Source: an optimization exercise on an open RTL-to-GDS flow (aim: small area). Production flows keep margins and buffers that such runs may drop.
Only simulation tests tie the RTL to the original design; equivalence was not proved.
No activity file was given, so power comes from the tool's default toggle rates.

== north ==
// lwrf_rx_core
module lwrf_rx_core (
  input  wire         clk,
  input  wire         rst,         
  input  wire [31:0]  now,         
  input  wire         req_valid,
  input  wire [7:0]   req_op,
  input  wire [111:0] req_arg,     
  output reg          rsp_valid,
  output reg  [3:0]   rsp_status,
  output reg  [143:0] rsp_data     
);
Size: roughly 1,300 flip-flops, roughly 300 I/O pins, roughly 0.082 mm² of cells after synthesis.
Settings: LEC_CHECK=0, ABC_AREA=1, CAP_MARGIN=20, CELL_PAD_IN_SITES_DETAIL_PLACEMENT=0, CELL_PAD_IN_SITES_GLOBAL_PLACEMENT=1, CORE_MARGIN=2, CORE_UTILIZATION=60, PLACE_DENSITY=0.7, SLEW_MARGIN=20; clock period 20.0 ns.
run.sh (not shown) runs the stock make flow with config.mk's settings and CLKGATE_MAP_FILE= SYNTH_SCRIPT=/design/flow/synth_recipe.tcl, a recipe that flattens the netlist after the stock synthesis.
diff inputs: north => south
Settings: clearing ABC_AREA, which used to be 1; swapping 60 for 20 in CORE_UTILIZATION; swapping 0.7 for 0.3 in PLACE_DENSITY; swapping 1 for 2 in CELL_PAD_IN_SITES_GLOBAL_PLACEMENT; swapping 0 for 1 in CELL_PAD_IN_SITES_DETAIL_PLACEMENT.
Results
Summary: with north as the reference, number of violations reported at the end of detailed-routing iteration 0 in south moved down by more than a quarter.
Every run in the comparison, north and south, completed the flow with a clean layout.
Re worst hold slack: north and south aren't equal, and the higher value belongs to north.
Synthesized cell count for south: about 13% down relative to north
Comparing north and south, the lower minimum setup slack in the final design is on north.

========
== before ==
lwrf_rx_core, a different RTL version from the one above (not shown whole).
Size: about 300 I/O pins, about 66,000 µm² of cells after synthesis.
// lwrf_rx_core
module lwrf_rx_core (
  input  wire         clk,
  input  wire         rst,         
  input  wire [31:0]  now,         
  input  wire         req_valid,
  input  wire [7:0]   req_op,
  input  wire [111:0] req_arg,     
  output reg          rsp_valid,
  output reg  [3:0]   rsp_status,
  output reg  [143:0] rsp_data     
);
==> flow/config.mk <==
export PLATFORM = sky130hd
export DESIGN_NAME = lwrf_rx_core
export DESIGN_NICKNAME = lwrf_rx_core
export VERILOG_FILES = /design/flow/design.v
export SDC_FILE = /design/flow/constraint.sdc
export NUM_CORES = 4
export LEC_CHECK = 0
export CAP_MARGIN = 0
export CELL_PAD_IN_SITES_DETAIL_PLACEMENT = 1
export CELL_PAD_IN_SITES_GLOBAL_PLACEMENT = 2
export CORE_MARGIN = 2
export CORE_UTILIZATION = 40
export PLACE_DENSITY = 0.55
export SLEW_MARGIN = 0
==> flow/constraint.sdc <==
create_clock -name core_clock -period 20.0 [get_ports {clk}]
set_input_delay 4.0000 -clock core_clock [delete_from_list [all_inputs] [get_ports {clk}]]
set_output_delay 4.0000 -clock core_clock [all_outputs]
set_load 0.01 [all_outputs]
standard.sh (not shown) runs the stock make flow with config.mk's settings and CLKGATE_MAP_FILE= SYNTH_SCRIPT=/design/flow/synth_recipe.tcl, a recipe that flattens the netlist after the stock synthesis.
==> flow/flow/run.sh <==
#!/bin/bash
# Own layout flow: the standard flow (standard.sh) with three changes:
#  - synthesis maps logic with an area-oriented ABC script (flow/synth.tcl,
#    flow/area.abc) and without full-adder extraction (ADDER_MAP_FILE empty);
#  - clock tree synthesis uses small clock buffers and no dummy loads;
#  - every input and output port still gets its buffer, a buf_1.
# Each tool's output is in orfs/logs/; make's own output is in flow_make.log.
set -euo pipefail
W=$(pwd)
export FLOW_ABC_SCRIPT=$W/flow/area.abc
bash standard.sh \
  SYNTH_SCRIPT=$W/flow/synth.tcl \
  ADDER_MAP_FILE= \
  "BUFFER_PORTS_ARGS=-inputs -outputs -buffer_cell sky130_fd_sc_hd__buf_1" \
  "CTS_ARGS=-sink_clustering_enable -repair_clock_nets -dont_use_dummy_load -buf_list sky130_fd_sc_hd__clkbuf_4 -sink_clustering_size 8 -sink_clustering_max_diameter 40" \
  finish > "$W/flow_make.log" 2>&1
==> flow/flow/area.abc <==
strash
dc2
&get -n
&syn2
&dch -f
&nf -R 1000
&put
mfs2
strash
dch -f
&get -n
&nf -R 1000
&put
mfs2
strash
dch -f
&get -n
&nf -R 1000
&put
==> flow/flow/synth.tcl <==
# The standard synthesis script (synth_recipe.tcl) with two changes: the final
# technology mapping uses flow/area.abc, an area-oriented ABC script, instead
# of the flow's own ABC script; and Yosys's plain carry lookahead stands in
# for the Kogge-Stone one. Registers are mapped before ABC runs and ABC does
# not touch them.
proc synth {args} { yosys synth -nofsm -noshare {*}$args }
proc abc {args} {
  foreach opt {-script -D -constr} {
    set i [lsearch -exact $args $opt]
    if {$i >= 0} { set args [lreplace $args $i [expr {$i + 1}]] }
  }
  yosys abc -script $::env(FLOW_ABC_SCRIPT) {*}$args
}
set ::env(SYNTH_OPERATIONS_ARGS) "-nofsm"
source $::env(SCRIPTS_DIR)/synth.tcl
# left out here: clear keep_hierarchy, flatten, clean up, hide names made inside functions, write 1_2_yosys.v
Changes in after relative to before:
-- flow/flow/run.sh --
<<< before, line 13
  ADDER_MAP_FILE= \
  "BUFFER_PORTS_ARGS=-inputs -outputs -buffer_cell sky130_fd_sc_hd__buf_1" \
  "CTS_ARGS=-sink_clustering_enable -repair_clock_nets -dont_use_dummy_load -buf_list sky130_fd_sc_hd__clkbuf_4 -sink_clustering_size 8 -sink_clustering_max_diameter 40" \
  finish > "$W/flow_make.log" 2>&1
>>> after, line 13
  ADDER_MAP_FILE= \
  "BUFFER_PORTS_ARGS=-inputs -outputs -buffer_cell sky130_fd_sc_hd__buf_1" \
  "CTS_ARGS=-sink_clustering_enable -repair_clock_nets -dont_use_dummy_load -buf_list sky130_fd_sc_hd__clkbuf_8 -sink_clustering_size 14 -sink_clustering_max_diameter 50" \
  finish > "$W/flow_make.log" 2>&1
==> flow/config.mk <==
export PLATFORM = sky130hd
export DESIGN_NAME = lwrf_rx_core
export DESIGN_NICKNAME = lwrf_rx_core
export VERILOG_FILES = /design/flow/design.v
export SDC_FILE = /design/flow/constraint.sdc
export NUM_CORES = 4
export LEC_CHECK = 0
export CAP_MARGIN = 20
export CELL_PAD_IN_SITES_DETAIL_PLACEMENT = 1
export CELL_PAD_IN_SITES_GLOBAL_PLACEMENT = 2
export CORE_MARGIN = 2
export CORE_UTILIZATION = 40
export PLACE_DENSITY = 0.55
export SLEW_MARGIN = 20
Worst hold slack in after vs before: up 0.030 ns. Relative to before, net switching power figure increased by 0.72% in after. Compared with before, after shows a higher clock power. Clock period minus final worst setup slack was higher in the run labelled after.

========
== job 4217 ==
lwrf_rx_core, a different RTL version from the one above (not shown whole).
Size in the first run: about 5700 cells after synthesis, roughly 1300 flip-flops, about 300 I/O pins, about 61000 um2 of cells after synthesis.
clock: 20.0 ns
lec_check: 0
cap_margin: 0
cell_pad_in_sites_detail_placement: 1
cell_pad_in_sites_global_placement: 2
core_margin: 2
core_utilization: 45
gpl_timing_driven: 0
place_density: 0.6
slew_margin: 0
==> flow/flow/run.sh <==
#!/bin/bash
# Own layout flow: the standard flow (standard.sh) with three changes:
#  - synthesis maps logic with an area-oriented ABC script (flow/synth.tcl,
#    flow/area.abc) and without full-adder extraction (ADDER_MAP_FILE empty);
#  - clock tree synthesis uses small clock buffers and no dummy loads;
#  - every input and output port still gets its buffer, a buf_1.
# Each tool's output is in orfs/logs/; make's own output is in flow_make.log.
set -euo pipefail
W=$(pwd)
export FLOW_ABC_SCRIPT=$W/flow/area.abc
bash standard.sh \
  SYNTH_SCRIPT=$W/flow/synth.tcl \
  ADDER_MAP_FILE= \
  "BUFFER_PORTS_ARGS=-inputs -outputs -buffer_cell sky130_fd_sc_hd__buf_1" \
  "CTS_ARGS=-sink_clustering_enable -repair_clock_nets -dont_use_dummy_load -buf_list sky130_fd_sc_hd__clkbuf_4 -sink_clustering_size 8 -sink_clustering_max_diameter 40" \
  finish > "$W/flow_make.log" 2>&1
Scripts as last shown in full above: flow/flow/area.abc, flow/flow/synth.tcl
Job 4217: all stages done; final checks FAILED (max-capacitance violations, max-slew violations).
Relative to job 4217, the following input files were edited for job 504:
# job 4217
export LEC_CHECK = 0
export CAP_MARGIN = 0
export CELL_PAD_IN_SITES_DETAIL_PLACEMENT = 1
export CELL_PAD_IN_SITES_GLOBAL_PLACEMENT = 2
export CORE_MARGIN = 2
export CORE_UTILIZATION = 45
export GPL_TIMING_DRIVEN = 0
export PLACE_DENSITY = 0.6
export SLEW_MARGIN = 0
create_clock -name core_clock -period 20.0 [get_ports {clk}]
# job 504
export LEC_CHECK = 0
export CAP_MARGIN = 0
export CELL_PAD_IN_SITES_DETAIL_PLACEMENT = 1
export CELL_PAD_IN_SITES_GLOBAL_PLACEMENT = 2
export CORE_MARGIN = 2
export CORE_UTILIZATION = 40
export PLACE_DENSITY = 0.55
export SLEW_MARGIN = 0
create_clock -name core_clock -period 20.0 [get_ports {clk}]
Job 504 ran to completion and came out clean on the timing, DRC and antenna checks. Taking job 4217 as the reference, in job 504 clock tree buffer count of the final layout up 6.0%; final net count increased 29. Job 4217 has a lower setup slack than job 504. Diff job 4217 -> job 504 | power in combinational cells | decrease of about 2%. Summary of job 504 over job 4217: routed via count saw a decrease; overall power after layout went up 0.000039 W. Going from job 4217 to job 504, maximum achievable frequency shows an increase of about 3.4%, area of the core went up, hold slack went down by 64 ps. The master of the slowest instance on the critical path comes out sky130_fd_sc_hd__or4_4 in one run and sky130_fd_sc_hd__or4_1 in the other, namely in job 4217 and job 504 respectively.

what the ideal ports hide:
The flow's constraints put no driver on any port. The routed layouts listed below were extracted and timed again, unchanged, in two steps. Step 1 sets driving cells, clkbuf_16 on the clock port and buf_2 on the other inputs (assumed; they add their load-dependent delay and slew). Step 2 moves the port delays by t, midway between the first and last clock arrival at a register: inputs arrive t later, outputs are due t later. That takes back most of the time a late clock gives input paths. Slacks: no drivers / after step 1 / after step 2; pairs: no drivers / after step 1.
run	t (ns)	setup WS [ns]	hold slack, ns	worst setup path after step 2
north	0.893	6.409 / 6.317 / 5.788	0.455 / 0.455 / 0.455	input to register
south	1.043	6.513 / 6.416 / 5.562	0.450 / 0.450 / 0.450	input to register
before	1.392	1.656 / 1.715 / 0.323	0.361 / 0.361 / 0.361	input to register
after	1.006	1.291 / 1.363 / 0.357	0.392 / 0.392 / 0.392	input to register
job 4217	1.289	1.098 / 1.147 / -0.142	0.385 / 0.385 / 0.385	input to register
job 504	1.341	1.727 / 1.787 / 0.446	0.321 / 0.321 / 0.321	input to register
The setup slack of before, which loses most, moves by +0.059 ns with the drivers and by -1.333 ns with both steps.
